From an optimization exercise on the open Yosys and OpenROAD flow, aimed at small area, a short achievable clock period and few clock cycles per item; shortcuts taken in it are not production practice.
The RTL was checked by simulation tests, not by an equivalence proof against the original design.
No activity file was given, so power comes from the tool's default toggle rates.

==> flow/design.v <==
module lwis_alu (
    input  wire        clk,
    input  wire        rst,         
    input  wire        in_valid,
    output wire        in_ready,
    input  wire [3:0]  op,
    input  wire [1:0]  last_src,    
    input  wire [31:0] src0,
    input  wire [31:0] src1,
    input  wire [31:0] src2,
    input  wire [31:0] src3,
    output reg         out_valid,
    output reg  [31:0] result,
    output reg  [31:0] remainder,
    output reg         fault
);
    localparam [3:0] OP_DIV = 4'd0,
                     OP_MUL = 4'd1,
                     OP_ADD = 4'd2,
                     OP_SUB = 4'd3,
                     OP_AND = 4'd4,
                     OP_OR  = 4'd5,
                     OP_XOR = 4'd6,
                     OP_SHR = 4'd7,
                     OP_SHL = 4'd8,
                     OP_LT  = 4'd9,
                     OP_GT  = 4'd10,
                     OP_EQ  = 4'd11,
                     OP_GE  = 4'd12,
                     OP_LE  = 4'd13;
    function [31:0] rev32(input [31:0] x);
        integer i;
        for (i = 0; i < 32; i = i + 1) rev32[i] = x[31-i];
    endfunction
    function [4:0] topidx(input [31:0] x);
        reg [7:0] g;
        reg [3:0] nib;
        reg [2:0] gi;
        integer i;
        begin
            for (i = 0; i < 8; i = i + 1) g[i] = (x[4*i +: 4] != 4'd0);
            gi[2] = (g[7:4] != 4'd0);
            gi[1] = gi[2] ? (g[7:6] != 2'd0) : (g[3:2] != 2'd0);
            gi[0] = gi[2] ? (gi[1] ? g[7] : g[5]) : (gi[1] ? g[3] : g[1]);
            nib = x[4*gi +: 4];
            topidx = {gi, nib[3] | nib[2], nib[3] | (!nib[2] & nib[1])};
        end
    endfunction
    function pow2(input [31:0] x);
        reg [15:0] a1, m1;
        reg [7:0]  a2, m2;
        reg [3:0]  a3, m3;
        reg [1:0]  a4, m4;
        integer i;
        begin
            for (i = 0; i < 16; i = i + 1) begin
                a1[i] = x[2*i] | x[2*i+1];
                m1[i] = x[2*i] & x[2*i+1];
            end
            for (i = 0; i < 8; i = i + 1) begin
                a2[i] = a1[2*i] | a1[2*i+1];
                m2[i] = m1[2*i] | m1[2*i+1] | (a1[2*i] & a1[2*i+1]);
            end
            for (i = 0; i < 4; i = i + 1) begin
                a3[i] = a2[2*i] | a2[2*i+1];
                m3[i] = m2[2*i] | m2[2*i+1] | (a2[2*i] & a2[2*i+1]);
            end
            for (i = 0; i < 2; i = i + 1) begin
                a4[i] = a3[2*i] | a3[2*i+1];
                m4[i] = m3[2*i] | m3[2*i+1] | (a3[2*i] & a3[2*i+1]);
            end
            pow2 = !(m4[0] | m4[1] | (a4[0] & a4[1]));
        end
    endfunction
    function [11:0] benc(input [8:0] w);
        integer i;
        begin
            for (i = 0; i < 4; i = i + 1) begin
                benc[i]   = w[2*i+1] ^ w[2*i];
                benc[4+i] = (w[2*i+2] & ~w[2*i+1] & ~w[2*i]) |
                            (~w[2*i+2] & w[2*i+1] & w[2*i]);
                benc[8+i] = w[2*i+2];
            end
        end
    endfunction
    reg         rdy;        
    reg         busy;       
    reg         k_div, k_mul, k_add, k_sub, k_shr, k_shl;
    reg  [3:0]  opr;
    reg  [1:0]  more;       
    reg         fz;         
    reg         iter;       
    reg         first;      
    reg         mcpa;       
    reg         k_ms;       
    reg         ms_b;       
    reg         ms_k;       
    reg         ms_z;       
    reg  [4:0]  cnt;        
    reg  [4:0]  ka, kb;     
    reg         za;         
    reg         pb;         
    reg         qz;         
    reg         ms;         
    reg         dfix;       
    reg  [31:0] A, B, C, D;
    reg         a_xam, a_xbr, a_inv;     
    reg  [3:0]  bs_one, bs_two, bs_neg;  
    wire [32:0] xa   = a_xam ? {ms, remainder} : {1'b0, A};
    wire [32:0] xb   = a_xbr ? {1'b0, result} : {a_inv, (a_inv ? ~B : B)};
    wire [33:0] ysum = {xa, 1'b1} + {xb, a_inv};
    wire [31:0] y    = ysum[32:1];
    wire        yneg = ysum[33];       
    wire        cy   = !yneg;
    reg  [31:0] row [0:3];
    always @(*) begin : booth
        integer i;
        reg [31:0] m;
        for (i = 0; i < 4; i = i + 1) begin
            m      = (bs_one[i] ? A : 32'd0) | (bs_two[i] ? {A[30:0], 1'b0} : 32'd0);
            row[i] = (m << (2*i)) ^ {32{bs_neg[i]}};
        end
    end
    wire [31:0] ps = iter ? result    : 32'd0;
    wire [31:0] pc = iter ? remainder : 32'd0;
    wire [31:0] l1s_a = ps ^ pc ^ row[0];
    wire [31:0] l1c_a = {((ps & pc) | (ps & row[0]) | (pc & row[0])), bs_neg[0]};
    wire [31:0] l1s_b = row[1] ^ row[2] ^ row[3];
    wire [31:0] l1c_b = {((row[1] & row[2]) | (row[1] & row[3]) | (row[2] & row[3])), bs_neg[1]};
    wire [31:0] l2s   = l1s_a ^ l1c_a ^ l1s_b;
    wire [31:0] l2c   = {((l1s_a & l1c_a) | (l1s_a & l1s_b) | (l1c_a & l1s_b)), bs_neg[2]};
    wire [31:0] csa_s = l2s ^ l2c ^ l1c_b;
    wire [31:0] csa_c = {((l2s & l2c) | (l2s & l1c_b) | (l2c & l1c_b)), bs_neg[3]};
    wire        mul_done = ((B[31:8] == 24'd0) && !B[7]) || (A[23:0] == 24'd0);
    wire [4:0]  salign  = ka - kb;
    wire        qzero   = qz;
    wire        d_align = k_div && !pb;
    wire [31:0] sh_in   = (k_shl || (k_ms && !ms_b)) ? rev32(A) :
                          (d_align || (k_ms && ms_b)) ? rev32(B) : A;
    wire [4:0]  sh_amt  = k_ms ? (ms_k ? kb : ka) :
                          k_div ? (pb ? kb : salign) : B[4:0];
    wire [31:0] sh_out  = sh_in >> sh_amt;
    wire [31:0] sh_rev  = rev32(sh_out);
    wire        big_sh  = (B[31:5] != 27'd0);
    wire [31:0] ms_val  = ms_z ? 32'd0 : sh_rev;      
    wire n2 = (more != 2'd0);
    wire n3 = (more == 2'd2);
    wire eq = (A == B);
    reg [31:0] misc;
    always @(*) begin
        case (opr)
            OP_AND:  misc = A & B & (n2 ? C : 32'hFFFFFFFF) & (n3 ? D : 32'hFFFFFFFF);
            OP_OR:   misc = A | B | (n2 ? C : 32'd0) | (n3 ? D : 32'd0);
            OP_XOR:  misc = A ^ B ^ (n2 ? C : 32'd0) ^ (n3 ? D : 32'd0);
            OP_LT:   misc = {31'd0, !cy};
            OP_GT:   misc = {31'd0, cy && !eq};
            OP_EQ:   misc = {31'd0, eq};
            OP_GE:   misc = {31'd0, cy};
            default: misc = {31'd0, !cy || eq};    
        endcase
    end
    reg [31:0] mask;    
    always @(*) begin : mk
        integer i;
        for (i = 0; i < 32; i = i + 1) mask[i] = (i < kb);
    end
    wire        div_done = iter ? (cnt == 5'd0) : (qzero || pb);
    wire [31:0] dq = iter ? {result[30:0], cy} : (qzero ? 32'd0 : sh_out);
    wire [31:0] dr = iter ? y : (qzero ? (A & {32{more == 2'd0}}) : (A & mask));
    reg  [4:0] ka_nx;
    reg        za_nx;
    always @(*) begin
        if (!iter) begin
            ka_nx = ka - kb;           
            za_nx = qzero;
        end else if (first) begin
            ka_nx = 5'd0;
            za_nx = !cy;
        end else begin
            ka_nx = ka;
            za_nx = za;
        end
    end
    wire [31:0] wb_in = in_ready ? src1 : C;
    wire [4:0]  kb_nx = topidx(wb_in);
    wire        pb_nx = pow2(wb_in);
    wire [4:0]  ka_in = topidx(src0);
    wire        pa_in = pow2(src0);
    wire        zb_nx = (wb_in == 32'd0);
    wire        za_in = (src0 == 32'd0);
    wire        qz_in = (src0 < src1);    
    wire        qz_nx = (iter && first) ? (!cy || (kb_nx != 5'd0)) :
                        (za_nx || (ka_nx < kb_nx));
    assign in_ready = rdy;
    wire fin = busy && (k_div ? (fz || dfix || (!iter && (qzero || (pb && more == 2'd0)))) :
                        k_mul ? (((mcpa || k_ms) && more == 2'd0) || (k_ms && ms_z)) :
                        (k_add | k_sub) ? (more == 2'd0) : 1'b1);
    reg will_fin;
    always @(*) begin
        will_fin = 1'b0;
        if (k_div)
            will_fin = div_done && ((more == 2'd0) ? iter :
                                    (qz_nx || (pb_nx && more == 2'd1)));
        else if (k_mul)
            will_fin = (!mcpa && !k_ms && mul_done && (more == 2'd0)) ||
                       ((mcpa || k_ms) && (more != 2'd0) &&
                        (((more == 2'd1) && pb_nx) || zb_nx));
        else
            will_fin = (more == 2'd1);
    end
    wire chained = (op <= OP_XOR);
    wire [1:0] in_more = chained ? last_src - 2'd1 : 2'd0;
    wire in_zero = (src1 == 32'd0) ||
                   (last_src >= 2'd2 && src2 == 32'd0) ||
                   (last_src == 2'd3 && src3 == 32'd0);
    reg in_fin;
    always @(*) begin
        case (op)
            OP_DIV:  in_fin = in_zero || qz_in || ((last_src == 2'd1) && pb_nx);
            OP_MUL:  in_fin = ((last_src == 2'd1) && (pa_in || pb_nx)) ||
                              za_in || zb_nx;
            OP_ADD,
            OP_SUB:  in_fin = (last_src == 2'd1);
            default: in_fin = 1'b1;
        endcase
    end
    wire [2:0] g0 = {src0[31:23] != 9'd0, src0[31:15] != 17'd0, src0[31:7] != 25'd0};
    wire [2:0] g1 = {src1[31:23] != 9'd0, src1[31:15] != 17'd0, src1[31:7] != 25'd0};
    wire swap = (op == OP_MUL) && ((g1 & ~g0) != 3'd0);
    wire [11:0] be_src0 = benc({src0[7:0], 1'b0});
    wire [11:0] be_src1 = benc({src1[7:0], 1'b0});
    wire [11:0] be_c    = benc({C[7:0], 1'b0});
    wire [11:0] be_b    = benc(B[15:7]);
    wire [11:0] be_nx   = in_ready ? (swap ? be_src0 : be_src1) :
                          (mcpa || k_ms) ? be_c : be_b;
    wire accept = in_ready && in_valid;
    wire free   = fin || !busy;    
    always @(posedge clk) begin
        if (rst) begin
            busy      <= 1'b0;
            rdy       <= 1'b1;
            out_valid <= 1'b0;
        end else begin
            out_valid <= fin;
            if (free) begin
                busy <= accept;
                rdy  <= accept ? in_fin : 1'b1;
            end else begin
                rdy  <= will_fin;
            end
        end
    end
    reg [31:0] a_nx, b_nx, r_nx, m_nx;
    always @(*) begin
        a_nx = y;
        b_nx = C;
        r_nx = misc;
        m_nx = csa_c;
        if (k_mul) begin
            r_nx = mcpa ? y : csa_s;
            if (k_ms) begin
                r_nx = ms_val;
                a_nx = ms_val;
            end else if (!mcpa) begin
                a_nx = {A[23:0], 8'd0};
                b_nx = {8'd0, B[31:8]};
            end
        end else if (k_div) begin
            a_nx = dq;
            r_nx = dq;
            m_nx = dr;
            if (dfix) begin
                r_nx = result;
                m_nx = ms ? y : remainder;
            end else if (!div_done) begin
                if (!iter) begin
                    r_nx = 32'd0;
                    m_nx = A;
                    b_nx = sh_rev;
                end else begin
                    b_nx = {1'b0, B[31:1]};
                end
            end else if (iter && more == 2'd0) begin
                b_nx = B;              
            end
        end else if (k_add || k_sub) begin
            r_nx = y;
        end else if (k_shr) begin
            r_nx = big_sh ? 32'd0 : sh_out;
        end else if (k_shl) begin
            r_nx = big_sh ? 32'd0 : sh_rev;
        end
        if (in_ready) begin
            a_nx = swap ? src1 : src0;
            b_nx = swap ? src0 : src1;
        end
    end
    always @(posedge clk) begin
        {bs_neg, bs_two, bs_one} <= be_nx;
        A         <= a_nx;
        B         <= b_nx;
        result    <= r_nx;
        remainder <= m_nx;
        if (fin)
            fault <= k_div && fz;
        if (busy) begin
            if (k_mul) begin
                if (!mcpa && !k_ms) begin
                    if (mul_done)
                        mcpa <= 1'b1;
                    else
                        iter <= 1'b1;
                end else begin
                    C      <= D;
                    more   <= more - 2'd1;
                    mcpa   <= 1'b0;
                    iter   <= 1'b0;
                    k_ms   <= pb_nx;
                    ms_b   <= 1'b0;
                    ms_k   <= 1'b1;
                    ms_z   <= zb_nx;
                    kb     <= kb_nx;
                end
            end else if (k_div) begin
                if (iter) begin
                    ms    <= yneg;
                    a_inv <= cy;
                end
                if (div_done && iter && more == 2'd0) begin
                    dfix      <= 1'b1;
                end else if (div_done) begin
                    C         <= D;
                    more      <= more - 2'd1;
                    iter      <= 1'b0;
                    ka        <= ka_nx;
                    za        <= za_nx;
                    kb        <= kb_nx;
                    pb        <= pb_nx;
                    qz        <= qz_nx;
                    ms        <= 1'b0;
                    a_inv     <= 1'b1;
                end else if (!iter) begin
                    cnt       <= salign;
                    iter      <= 1'b1;
                    first     <= 1'b1;
                    ms        <= 1'b0;
                end else begin
                    cnt       <= cnt - 5'd1;
                    first     <= 1'b0;
                    if (first) begin
                        ka    <= cy ? cnt : cnt - 5'd1;
                        za    <= 1'b0;
                    end
                end
            end else if (k_add || k_sub) begin
                C      <= D;
                more   <= more - 2'd1;
            end
        end
        if (in_ready) begin
            opr   <= op;
            k_div <= (op == OP_DIV);
            k_mul <= (op == OP_MUL);
            k_add <= (op == OP_ADD);
            k_sub <= (op == OP_SUB);
            k_shr <= (op == OP_SHR);
            k_shl <= (op == OP_SHL);
            a_xam <= (op == OP_DIV) || (op == OP_MUL);
            a_xbr <= (op == OP_MUL);
            a_inv <= (op == OP_DIV) || (op == OP_SUB) || (op >= OP_LT);
            more  <= in_more;
            fz    <= in_zero;
            iter  <= 1'b0;
            mcpa  <= 1'b0;
            k_ms  <= (op == OP_MUL) && (pa_in || pb_nx);
            ms_b  <= pb_nx ? swap : !swap;
            ms_k  <= pb_nx;
            ms_z  <= za_in || zb_nx;
            dfix  <= 1'b0;
            ms    <= 1'b0;
            qz    <= qz_in;
            ka    <= ka_in;
            za    <= za_in;
            kb    <= kb_nx;
            pb    <= pb_nx;
            C     <= src2;
            D     <= src3;
        end
    end
endmodule
==> flow/flow/run.sh <==
#!/bin/bash
set -euo pipefail
bash standard.sh SETUP_SLACK_MARGIN=7.0 \
    "BUFFER_PORTS_ARGS=-buffer_cell sky130_fd_sc_hd__buf_1" \
    finish > standard.log 2>&1
==> flow/standard.sh <==
#!/bin/bash
# synth_recipe.tcl (not shown) runs the flow's synth.tcl, then flattens the netlist and writes it again
# the make line also repeats each setting of config.mk as NAME=value (left out here)
make -C /OpenROAD-flow-scripts/flow DESIGN_CONFIG=/design/flow/config.mk WORK_HOME=/design/flow/orfs CLKGATE_MAP_FILE= SYNTH_SCRIPT=/design/flow/synth_recipe.tcl "${@:-finish}"
==> flow/config.mk <==
export PLATFORM = sky130hd
export DESIGN_NAME = lwis_alu
export DESIGN_NICKNAME = lwis_alu
export VERILOG_FILES = /design/flow/design.v
export SDC_FILE = /design/flow/constraint.sdc
export NUM_CORES = 4
export LEC_CHECK = 0
export ABC_AREA = 1
export CAP_MARGIN = 30
export CORE_MARGIN = 2
export CORE_UTILIZATION = 45
export SLEW_MARGIN = 30
==> flow/constraint.sdc <==
create_clock -name core_clock -period 11.0 [get_ports {clk}]
set_input_delay 2.2000 -clock core_clock [delete_from_list [all_inputs] [get_ports {clk}]]
set_output_delay 2.2000 -clock core_clock [all_outputs]
set_load 0.01 [all_outputs]
==> flow_summary.toml, run 1 <==
[die]
initial_core_util = 0.452
coreArea_um2 = 71100
die_w_um = 271
die_h_um = 271
dieArea_um2 = 73700
rows = 98
io_pins = 204

[detailed_routing]
wl_per_cell_um = 33.5
avgViaCountPerCell = 6.69
drcViolationCount = 0
wl_mm = 204
vias = 40700
drt_pass1_iterations = 9
ant_nets = 0
drt_iter0_markers = 7351

[synth]
synth_area_per_cell_um2 = 6.65
synth_edf_count = 199
ys_warn_count = 2
syn_area_um2 = 32200
synth_cell_type_count = 61
syn_inst = 4841
synthArstFlopShare = 0
ys_ff_latch = 250
synthesis.nets = 5247
ys_seq_area_frac = 0.217
ys.flop_type = "edfxtp_1"

[power]
irDropWorstVdd_mv = 0.138
p_leak_nw = 17.2
powerDensity_nw_per_um2 = 196

[sta]
period_needed_ps = 4410
hold_viol = 0
finalSetupViolCount = 0
fin_crit_sh = 0.401
worst_pin_slew_ps = 1080
skew_ps = 44.9
tns_ps = 0
slew_headroom = 0.261
slew_violations = 0
max_freq_ghz = 0.227
rsz0062_at_grt = "yes"

[final_layout]
final_cell_mix = "1072 x nand2_1, 540 x inv_1, 427 x o21ai_0"
fin_util = 0.544
layout_commonest_cell = "nand2_1"
fin_nets = 5500
area_growth_pct = 20.2
n_fill_cell = 7261
drive_above_1_share = 0.152

[global_route]
grt_pass1_wl_mm = 275
grt_max_degree = 87
grt_pass1_vias = 37100
antenna_found_initial = 17
grt.total_usage = 0.520
grt_overflow = 0

[worst_setup_path]
cpMostUsedCell = "nand2_1"
max_stage_delay_ps = 250
startpoint_type = "primary input"
cp_data_arrival_time_ps = 4870
critical_path.slowest_cell = "ha_4"
required_ps = 11460
crit_fanout = 6
critPathCaptureType = "flop"
crit_type = "primary input to flop"

[clock_network]
cts_tree = "done"
hold_buffers = 0
path_clk_slew_ps = 70
htree_levels = 2
cts_buffers = 35
clock_latency_ps = 590
clockRootBuffer = "clkbuf_16"
clk_path_buf_depth = 3
cts_sinks = 250

[placed_design]
dpl.hpwl_mm = 151
gp_routability_congestion = 1.15
place.port_buffers = 203

[worst_hold_path]
hold_path_class = "flop to flop"

[outcome]
outcome = "complete, no violations"

[run]
drv_cap = 0
## area by class of cell
type,instances,area [um^2],share of cell area
clock buffer,39,911,0.0235
tap,950,1190,0.0307
multi-input combinational,3708,23400,0.604
timing repair buffer,490,3560,0.0920
sequential,250,7010,0.181
inverter,608,2360,0.0609
antenna,15,37.5,0.000970
timing repair inverter,1,7.51,0.000194
clock inverter,24,231,0.00598
## kinds of logic after synthesis
group                      synth area share
AOI/OAI and AO/OA                     0.236
adders and majority gates             0.134
buffers and inverters                 0.107
xor gates and xnor gates             0.0582
and+or+nand+nor                       0.248
muxes                              0.000311
DFF                                   0.217
## worst max-delay path, delay by kind of cell
family	cells	cell delay, ps
AOI/OAI and AO/OA	1	80
buffers and inverters	2	210
and+or+nand+nor	24	2120
adders and majority gates	1	250
## Yosys cell counts (29+ instances only)
cell	instances	area [um^2]
a21oi_1	322	1610
dfxtp_1	51	1020
o22ai_1	157	982
nor3_1	39	195
xnor2_1	77	674
inv_1	579	2170
clkbuf_1	199	747
o211ai_1	89	668
nor2_1	325	1220
nor4_1	41	257
buf_1	39	146
o2111ai_1	46	403
o21ai_1	29	145
ha_1	144	1800
or2_2	34	213
nand2_1	1166	4380
nand3_1	211	1060
o21ai_0	512	2560
fa_1	125	2500
nand4_1	53	332
xor2_1	137	1200
edfxtp_1	199	5980
## stage by stage
stage                     instances  hold slack [ps]  power, mW  area (um^2)  worst slack (ps)
final                          6085              498       7.57        38700              6590
after global routing           6071              527       7.79        38700              6420
after CTS                      5979              492       6.90        36600              6750
after detailed placement       5827              483       5.57        34000              5580
after global placement         5826              471       5.58        34000              5560
after floorplan                4841              458       3.84        32300              6470
## registers in the layout (all words and copies together) (netlist names), 2 cells and up
register / count
result: 32
C: 32
bs_one: 4
kb: 5
D: 32
bs_neg: 4
ka: 5
opr: 4
A: 32
cnt: 5
more: 2
remainder: 32
B: 32
bs_two: 4
## worst paths after layout
path / startpoint / end / slack [ps] / cells after the start
max: src1[18] / rdy / 6590 / 28
min: mcpa / mcpa / 500 / 2
max reg2reg: rdy / rdy / 6600 / 29
min reg2reg: mcpa / mcpa / 500 / 2
## layer usage
layer | global-route usage | vias up | wire length, um
met2 | 0.736 | 3780 | 79800
met4 | 0.401 | 14 | 21400
met3 | 0.180 | 1065 | 31100
met5 | 0 | - | 201
li1 | - | 16900 | -
met1 | 0.647 | 19000 | 71100
## repair_timing
action                     in CTS  in global routing
gates resized for setup       249                307
gates cloned                    4                 16
setup endpoints to repair     146                136
buffers inserted               85                 74
pin swaps                      62                 76
hold endpoints to repair        0                  0
## power by group
| group | internal [mW] | leakage, nW | total (mW) | switching (mW) |
|---|---|---|---|---|
| logic | 1.52 | 14.1 | 4.74 | 3.21 |
| clock network | 0.672 | 0.547 | 1.19 | 0.521 |
| registers | 1.28 | 2.56 | 1.64 | 0.368 |
Testbench counts, summed over its fixed seeds: cycles 25,099, items 12,000.
==> run 2, diff against run 1 <==
--- a/flow/design.v
+++ b/flow/design.v
@@ -183,12 +183,14 @@
     end
-    wire [31:0] wb_in = in_ready ? src1 : C;
-    wire [4:0]  kb_nx = topidx(wb_in);
-    wire        pb_nx = pow2(wb_in);
+    wire [4:0]  kb_s1 = topidx(src1);
+    wire        pb_s1 = pow2(src1);
+    wire        zb_s1 = (src1 == 32'd0);
+    wire [4:0]  kb_c  = topidx(C);
+    wire        pb_c  = pow2(C);
+    wire        zb_c  = (C == 32'd0);
     wire [4:0]  ka_in = topidx(src0);
     wire        pa_in = pow2(src0);
-    wire        zb_nx = (wb_in == 32'd0);
     wire        za_in = (src0 == 32'd0);
     wire        qz_in = (src0 < src1);    
-    wire        qz_nx = (iter && first) ? (!cy || (kb_nx != 5'd0)) :
-                        (za_nx || (ka_nx < kb_nx));
+    wire        qz_nx = (iter && first) ? (!cy || (kb_c != 5'd0)) :
+                        (za_nx || (ka_nx < kb_c));
     assign in_ready = rdy;
@@ -202,3 +204,3 @@
             will_fin = div_done && ((more == 2'd0) ? iter :
-                                    (qz_nx || (pb_nx && more == 2'd1)));
+                                    (qz_nx || (pb_c && more == 2'd1)));
         else if (k_mul)
@@ -206,3 +208,3 @@
                        ((mcpa || k_ms) && (more != 2'd0) &&
-                        (((more == 2'd1) && pb_nx) || zb_nx));
+                        (((more == 2'd1) && pb_c) || zb_c));
         else
@@ -218,5 +220,5 @@
         case (op)
-            OP_DIV:  in_fin = in_zero || qz_in || ((last_src == 2'd1) && pb_nx);
-            OP_MUL:  in_fin = ((last_src == 2'd1) && (pa_in || pb_nx)) ||
-                              za_in || zb_nx;
+            OP_DIV:  in_fin = in_zero || qz_in || ((last_src == 2'd1) && pb_s1);
+            OP_MUL:  in_fin = ((last_src == 2'd1) && (pa_in || pb_s1)) ||
+                              za_in || zb_s1;
             OP_ADD,
@@ -317,7 +319,7 @@
                     iter   <= 1'b0;
-                    k_ms   <= pb_nx;
+                    k_ms   <= pb_c;
                     ms_b   <= 1'b0;
                     ms_k   <= 1'b1;
-                    ms_z   <= zb_nx;
-                    kb     <= kb_nx;
+                    ms_z   <= zb_c;
+                    kb     <= kb_c;
                 end
@@ -336,4 +338,4 @@
                     za        <= za_nx;
-                    kb        <= kb_nx;
-                    pb        <= pb_nx;
+                    kb        <= kb_c;
+                    pb        <= pb_c;
                     qz        <= qz_nx;
@@ -374,6 +376,6 @@
             mcpa  <= 1'b0;
-            k_ms  <= (op == OP_MUL) && (pa_in || pb_nx);
-            ms_b  <= pb_nx ? swap : !swap;
-            ms_k  <= pb_nx;
-            ms_z  <= za_in || zb_nx;
+            k_ms  <= (op == OP_MUL) && (pa_in || pb_s1);
+            ms_b  <= pb_s1 ? swap : !swap;
+            ms_k  <= pb_s1;
+            ms_z  <= za_in || zb_s1;
             dfix  <= 1'b0;
@@ -383,4 +385,4 @@
             za    <= za_in;
-            kb    <= kb_nx;
-            pb    <= pb_nx;
+            kb    <= kb_s1;
+            pb    <= pb_s1;
             C     <= src2;
==> flow/flow/run.sh (replaced) <==
#!/bin/bash
set -euo pipefail
bash standard.sh SETUP_SLACK_MARGIN=7.0 \
    "BUFFER_PORTS_ARGS=-buffer_cell sky130_fd_sc_hd__buf_2" \
    finish > standard.log 2>&1
--- a/flow/config.mk
+++ b/flow/config.mk
@@ -10,3 +10,3 @@
 export CORE_MARGIN = 2
-export CORE_UTILIZATION = 45
+export CORE_UTILIZATION = 40
 export SLEW_MARGIN = 30
==> run 2 against run 1 <==
  * Setup slack gained 280 ps
  * Clock-buffer cell count is 7 higher
  * Clock power decreased by 5%
  * Sequential share of layout area fell by 0.12 points
  * Synthesized area up 1.9%
  * Combinational power grew 15%
  * Flip-flop and latch count unchanged
  * Non-clock buffer count fell by 18
  * Total power up 8.8%
  * Maximum frequency grew 6.8%
  * Global-route usage is 0.67 points lower
==> flow_summary.toml, run 2 <==
[synth]
yosys.area.top_type = "edfxtp_1"
ys.flop_type = "edfxtp_1"
syn_area_um2 = 32800
ys_warn_count = 2
synthArstFlopShare = 0
post-synth-top-count-cell = "nand2_1"
ys_ff_latch = 250
ys_seq_area_frac = 0.213
synth_area_per_cell_um2 = 6.67
synth_top_area_share = 0.182
synth_cell_type_count = 74
synthTopCellsByArea = "edfxtp_1 18%, nand2_1 13%, fa_1 7.6%"
syn_inst = 4921
synth_edf_count = 199
synthesis.nets = 5328
synth_commonest_cells = "1162 x nand2_1, 602 x inv_1, 372 x o21ai_0, 361 x a21oi_1, 313 x nor2_1"

[final_layout]
drive_above_1_share = 0.175
fin_cells = 6263
post-route-cell-area_um2 = 39000
layout_commonest_cell = "nand2_1"
final_cell_mix = "1129 x nand2_1, 542 x inv_1, 333 x a21oi_1"
area_growth_pct = 19.1
fin_nets = 5559
n_fill_cell = 8680

[detailed_routing]
drt_iter0_markers = 6498
wl_mm = 228
avgViaCountPerCell = 6.67
ant_nets = 0
drcViolationCount = 0
vias = 41800
drt_pass1_iterations = 7
wl_per_cell_um = 36.4

[placed_design]
place.port_buffers = 203
post-place-cells = 6027
placed_area_um2 = 34900
gp_routability_congestion = 1.12
dpl_worst_slack_ps = 5690
dpl.hpwl_mm = 169

[global_route]
grt_max_degree = 78
grt_overflow = 0
grt.total_usage = 0.514
grt_pass1_vias = 38300
antenna_found_initial = 17
grt_pass1_wl_mm = 305

[clock_network]
hold_buffers = 0
htree_levels = 2
clockRootBuffer = "clkbuf_16"
cts_buffers = 34
cts_tree = "done"
clock_latency_ps = 610
clk_path_buf_depth = 3
path_clk_slew_ps = 70
cts_sinks = 250

[worst_setup_path]
reg2reg_depth = 11
crit_type = "primary input to flop"
cp_data_arrival_time_ps = 4680
crit_fanout = 6
r2r_slack_ps = 6900
required_ps = 11550
startpoint_type = "primary input"
critPathCaptureType = "flop"
r2r-end = "result[7]"
r2r_start = "B[23]"

[sta]
tns_ps = 0
hold_viol = 0
period_needed_ps = 4130
max_freq_ghz = 0.242
rsz0062_at_grt = "yes"
slew_headroom = 0.305
setup_slack_ps = 6870
skew_ps = 43.3
fin_crit_sh = 0.375
worst_pin_slew_ps = 1030
finalSetupViolCount = 0
slew_violations = 0
holdWs_ps = 504

[die]
coreArea_um2 = 81600
io_pins = 204
rows = 105
die_w_um = 290
initial_core_util = 0.402
die_h_um = 290
dieArea_um2 = 84300

[worst_hold_path]
hold_start = "ms"
hold_end = "ms"
hold_path_class = "flop to flop"
hold-path-cell-count = 2

[run]
drv_cap = 0

[outcome]
outcome = "complete, no violations"

[power]
irDropWorstVdd_mv = 0.122
powerDensity_nw_per_um2 = 211
p_leak_nw = 17.7
==> run 2: changes by cell type after synthesis, sizes merged, moves of 10 or more <==
| cell | delta |
|---|---|
| a21oi | +42 |
| a221oi | +15 |
| a31oi | +15 |
| buf | +15 |
| inv | +39 |
| nand3 | +19 |
| o2111ai | -15 |
| o211ai | +10 |
| o21ai | -42 |
==> run 2: layout make-up <==
cell class / count / area (um^2) / area share
Multi-Input combinational cell: 3752 / 23300 / 0.597
Tap cell: 1070 / 1340 / 0.0343
Clock inverter: 15 / 151 / 0.00388
Antenna cell: 16 / 40.0 / 0.00103
Sequential cell: 250 / 7030 / 0.180
Inverter: 639 / 2550 / 0.0654
Timing Repair inverter: 3 / 20.0 / 0.000513
Clock buffer: 46 / 916 / 0.0235
Timing Repair Buffer: 472 / 3680 / 0.0941
==> run 2: cells by family after synthesis <==
logic type               share of synthesized area
multiplexers                              0.000305
adder cells (fa/ha/maj)                      0.132
XOR/XNOR                                    0.0579
AO/OA/AOI/OAI                                0.241
buffers and inverters                        0.110
flip-flops                                   0.213
AND/OR/NAND/NOR                              0.247
==> run 2: worst max path at each step <==
| stage | startpoint | endpoint |
|---|---|---|
| global route | src0[8] | B[15] |
| global placement | op[2] | B[11] |
| finish | op[3] | A[9] |
| detailed placement | src1[16] | A[16] |
| floorplan | src1[16] | kb[0] |
| CTS | iter | result[31] |
==> run 2: critical path, stage by stage <==
cell and delay, ps:
buf_8 100, nor2_4 90, inv_2 50, nor3_4 240, buf_6 180, inv_4 40, nor4_2 210, nand2_1 110
buf_8 160, buf_12 150, buf_6 140, o21ai_0 800, nand2_1 120, inv_1 80
==> run 2: per-stage QoR <==
step	power, mW	utilization
final	8.24	0.479
after global routing	8.44	0.478
after CTS	7.66	0.456
after detailed placement	6.41	0.428
after global placement	6.43	0.428
after floorplan	4.23	-
==> run 2: where the power goes <==
group          internal (mW)  switching, mW  total, mW
registers               1.29          0.360       1.65
clock network          0.619          0.513       1.13
logic                   1.64           3.81       5.46
==> run 2: layer usage <==
metal | share of wire | vias to the layer above | wire, um | GRT usage
li1 | - | 17200 | - | -
met1 | 0.35 | 19700 | 80900 | 0.630
met2 | 0.40 | 3819 | 91600 | 0.743
met3 | 0.14 | 1064 | 31300 | 0.161
met4 | 0.11 | 6 | 24100 | 0.410
met5 | 0.00015 | - | 35 | 0.00227
==> run 2: repair_timing <==
action,CTS,global route
setup buffers,55,80
resized for setup,182,255
pin swaps,17,55
cloned,9,13
setup endpoints to repair,180,159
Testbench counts of run 2, summed over its fixed seeds: cycles 25,099, items 12,000.
==> run 3, diff against run 2 <==
--- a/flow/design.v
+++ b/flow/design.v
@@ -228,6 +228,2 @@
     end
-    wire [2:0] g0 = {src0[31:23] != 9'd0, src0[31:15] != 17'd0, src0[31:7] != 25'd0};
-    wire [2:0] g1 = {src1[31:23] != 9'd0, src1[31:15] != 17'd0, src1[31:7] != 25'd0};
-    wire swap = (op == OP_MUL) && ((g1 & ~g0) != 3'd0);
-    wire [11:0] be_src0 = benc({src0[7:0], 1'b0});
     wire [11:0] be_src1 = benc({src1[7:0], 1'b0});
@@ -235,3 +231,3 @@
     wire [11:0] be_b    = benc(B[15:7]);
-    wire [11:0] be_nx   = in_ready ? (swap ? be_src0 : be_src1) :
+    wire [11:0] be_nx   = in_ready ? be_src1 :
                           (mcpa || k_ms) ? be_c : be_b;
@@ -295,4 +291,4 @@
         if (in_ready) begin
-            a_nx = swap ? src1 : src0;
-            b_nx = swap ? src0 : src1;
+            a_nx = src0;
+            b_nx = src1;
         end
@@ -377,3 +373,3 @@
             k_ms  <= (op == OP_MUL) && (pa_in || pb_s1);
-            ms_b  <= pb_s1 ? swap : !swap;
+            ms_b  <= !pb_s1;
             ms_k  <= pb_s1;
==> run 3 against run 2 <==
  * Critical path depth up 5
  * Routed wire length fell by 8.2%
  * Non-clock buffer count down 52
  * Global-route usage down 2.4 points
  * Design area down 3.4%
  * Still clean
  * Synthesized area fell by 2.1%
  * Maximum frequency shrank 0.58%
  * First-iteration DRC count rose by 4.7%
  * Critical endpoint is now A[28]
  * Largest power group unchanged
==> flow_summary.toml, run 3 <==
[clock_network]
cts_buffers = 36
htree_levels = 2
clock_latency_ps = 610
clockRootBuffer = "clkbuf_16"
path_clk_slew_ps = 60
clk_path_buf_depth = 3
cts_sinks = 250
cts_tree = "done"

[final_layout]
final_cell_mix = "1142 x nand2_1, 533 x inv_1, 338 x a21oi_1"
area_growth_pct = 17.5
drive_above_1_share = 0.157
n_fill_cell = 8482
layout_commonest_cell = "nand2_1"
fin_nets = 5404

[detailed_routing]
ant_nets = 0
drt_pass1_iterations = 9
drt_iter0_markers = 6801
drcViolationCount = 0
avgViaCountPerCell = 6.46
wl_per_cell_um = 34.4
wl_mm = 209
vias = 39300

[sta]
skew_ps = 35.0
tns_ps = 0
period_needed_ps = 4150
max_freq_ghz = 0.241
slew_headroom = 0.273
slew_violations = 0
setup_slack_ps = 6850
rsz0062_at_grt = "yes"
worst_pin_slew_ps = 1090
hold_viol = 0
finalSetupViolCount = 0
fin_crit_sh = 0.378

[synth]
synth_area_per_cell_um2 = 6.68
synth-simple-area-share = 0.251
synth-compound-area-share = 0.230
synthArstFlopShare = 0
ys_ff_latch = 250
synth_top_area_share = 0.186
synth_top_family_by_area = "simple AND/OR/NAND/NOR gates"
post-synth-top-count-cell = "nand2_1"
ys_seq_area_frac = 0.218
ys.flop_type = "edfxtp_1"
synth_cell_type_count = 70
ys_warn_count = 2
yosys.area.top_type = "edfxtp_1"
synthTopCellsByArea = "edfxtp_1 19%, nand2_1 14%, fa_1 7.8%"
synth_edf_count = 199
synth_mux_area_frac = 0.000312
synthesis.nets = 5215
syn_area_um2 = 32100
synth_commonest_cells = "1183 x nand2_1, 580 x inv_1, 350 x a21oi_1, 346 x o21ai_0, 330 x nor2_1"
syn_inst = 4808
synth_xor_area_frac = 0.0592
synthAdderAreaFrac = 0.134

[power]
sw_frac_of_total = 0.550
p_comb_frac = 0.638
p_leak_nw = 17.3
powerDensity_nw_per_um2 = 216
clockPowerShare = 0.159
internal-power_mw = 3.66
p_seq_frac = 0.203
power.net_switching_mw = 4.48
irDropWorstVdd_mv = 0.120

[global_route]
grt.total_usage = 0.490
grt_overflow = 0
grt_pass1_wl_mm = 283
grt_max_degree = 87
antenna_found_initial = 17
grt_pass1_vias = 36000

[worst_setup_path]
startpoint_type = "flop"
crit_fanout = 5
cp_data_arrival_time_ps = 4570
critPathCaptureType = "flop"
crit_type = "flop to flop"
reg2reg_depth = 19
required_ps = 11420

[die]
initial_core_util = 0.405
io_pins = 204
coreArea_um2 = 79300
die_w_um = 287
rows = 103
die_h_um = 287
dieArea_um2 = 82500

[outcome]
outcome = "complete, no violations"

[placed_design]
dpl_worst_slack_ps = 5870
gp_routability_congestion = 1.19
place.port_buffers = 203
dpl.hpwl_mm = 156

[run]
drv_cap = 0

[worst_hold_path]
hold_path_class = "flop to flop"
hold-path-cell-count = 2
run 3: cell count changes in the layout (fill, tap and decap cells not counted), sizes merged, moves of 9 or more:
cell    delta
nand4     -12
a22oi     +18
inv       -42
nor2      +16
buf       -39
nand2     +12
a31oi      -9
o211ai    -12
clkbuf    -10
o21ai     -50
a221oi    -14
a21oi     -11
run 3: routing by layer:
metal  up-vias  global-route usage  share of wire
li1      16600                   -              -
met5         -             0.00872        0.00072
met3       852               0.185           0.14
met4        12               0.397           0.10
met2      3190               0.689           0.40
met1     18600               0.592           0.36
run 3: cell type report:
cell class	count	area (um^2)	area share
Timing Repair Buffer	420	2980	0.0789
Timing Repair inverter	2	12.5	0.000332
Sequential cell	250	7030	0.187
Clock buffer	49	1010	0.0268
Clock inverter	17	224	0.00594
Inverter	605	2410	0.0639
Antenna cell	10	25.0	0.000664
Multi-Input combinational cell	3682	22700	0.602
Tap cell	1050	1310	0.0348
run 3: worst max-delay path, stage by stage (launching register included):
cell	delay, ps
edfxtp_1	400
buf_4	210
clkbuf_16	200
buf_12	140
xnor2_4	210
a21oi_1	100
ha_1	400
nand2_2	170
nor2_4	50
nand2_1	140
nand2_1	140
nand2_1	130
nand3_4	120
a21oi_4	220
nor2_1	60
nor2_1	180
xnor2_2	130
and2_1	220
nor3_1	580
a22oi_1	140
run 3: timing repair:
action / CTS / global route
setup buffers: 45 / 62
cloned: 6 / 8
setup endpoints to repair: 200 / 178
hold endpoints to repair: 0 / 0
resized for setup: 110 / 196
hold buffers: 0 / 0
pin swaps: 9 / 36
run 3: cell families (layout without fill, tap and decap cells):
group | after synthesis | after routing
other | 0 | 10
multiplexers | 1 | 1
AO/OA/AOI/OAI | 1255 | 1258
XOR/XNOR | 217 | 217
buffers and inverters | 880 | 1093
AND/OR/NAND/NOR | 1935 | 1936
adder cells (fa/ha/maj) | 270 | 270
flip-flops | 250 | 250
run 3: final timing paths:
path	from	to	slack, ps
max	a_inv	A[28]	6850
min	mcpa	mcpa	510
max reg2reg	a_inv	A[28]	6850
min reg2reg	mcpa	mcpa	510
run 3: power by group through the flow:
stage	clock network, mW	logic, mW	registers (mW)
after floorplan	0	2.72	1.49
after global placement	0	4.52	1.64
after detailed placement	0	4.52	1.64
after CTS	1.29	4.69	1.62
after global routing	1.32	5.47	1.64
final	1.29	5.20	1.65
run 3: through the flow:
step | std cells | hold WS (ps) | util | instance area, um^2 | power, mW
6_report | 6085 | 513 | 0.476 | 37700 | 8.15
5_1_grt | 6075 | 538 | 0.475 | 37700 | 8.43
4_1_cts | 6004 | 489 | 0.457 | 36300 | 7.60
3_5_place_dp | 5887 | 480 | 0.431 | 34200 | 6.16
3_3_place_gp | 5887 | 474 | 0.431 | 34100 | 6.16
2_1_floorplan | 4808 | 462 | - | 32200 | 4.21
Testbench counts of run 3, summed over its fixed seeds: cycles 25,538, items 12,000.

==> re-timing with driven ports <==
Ports are ideal in the flow. The routed layouts listed here were re-timed in OpenROAD.
Step 1 (the two cells are an assumption about what drives the block):
set clk [get_ports {clk}]
set_driving_cell -lib_cell sky130_fd_sc_hd__clkbuf_16 $clk
set_driving_cell -lib_cell sky130_fd_sc_hd__buf_2 [delete_from_list [all_inputs] $clk]
Step 2 times the ports against the registers' clock, not the clock port: input delays grow and output delays shrink by t, the midpoint of the rising clock arrivals with the driver on.
Slacks: ideal / step 1 / step 2; pairs: ideal / step 1.
run	t (ns)	slack for setup (ns)	slew at the worst register clock pin (ns)
run 1	0.639	6.590 / 6.596 / 5.982	0.08 / 0.08
run 2	0.657	6.870 / 6.901 / 6.245	0.07 / 0.07
run 3	0.663	6.846 / 6.846 / 6.508	0.08 / 0.08
After both steps every run listed still meets setup and hold. For run 2, which loses most, drivers alone change the setup slack by +0.031 ns; drivers and shift together by -0.625 ns.
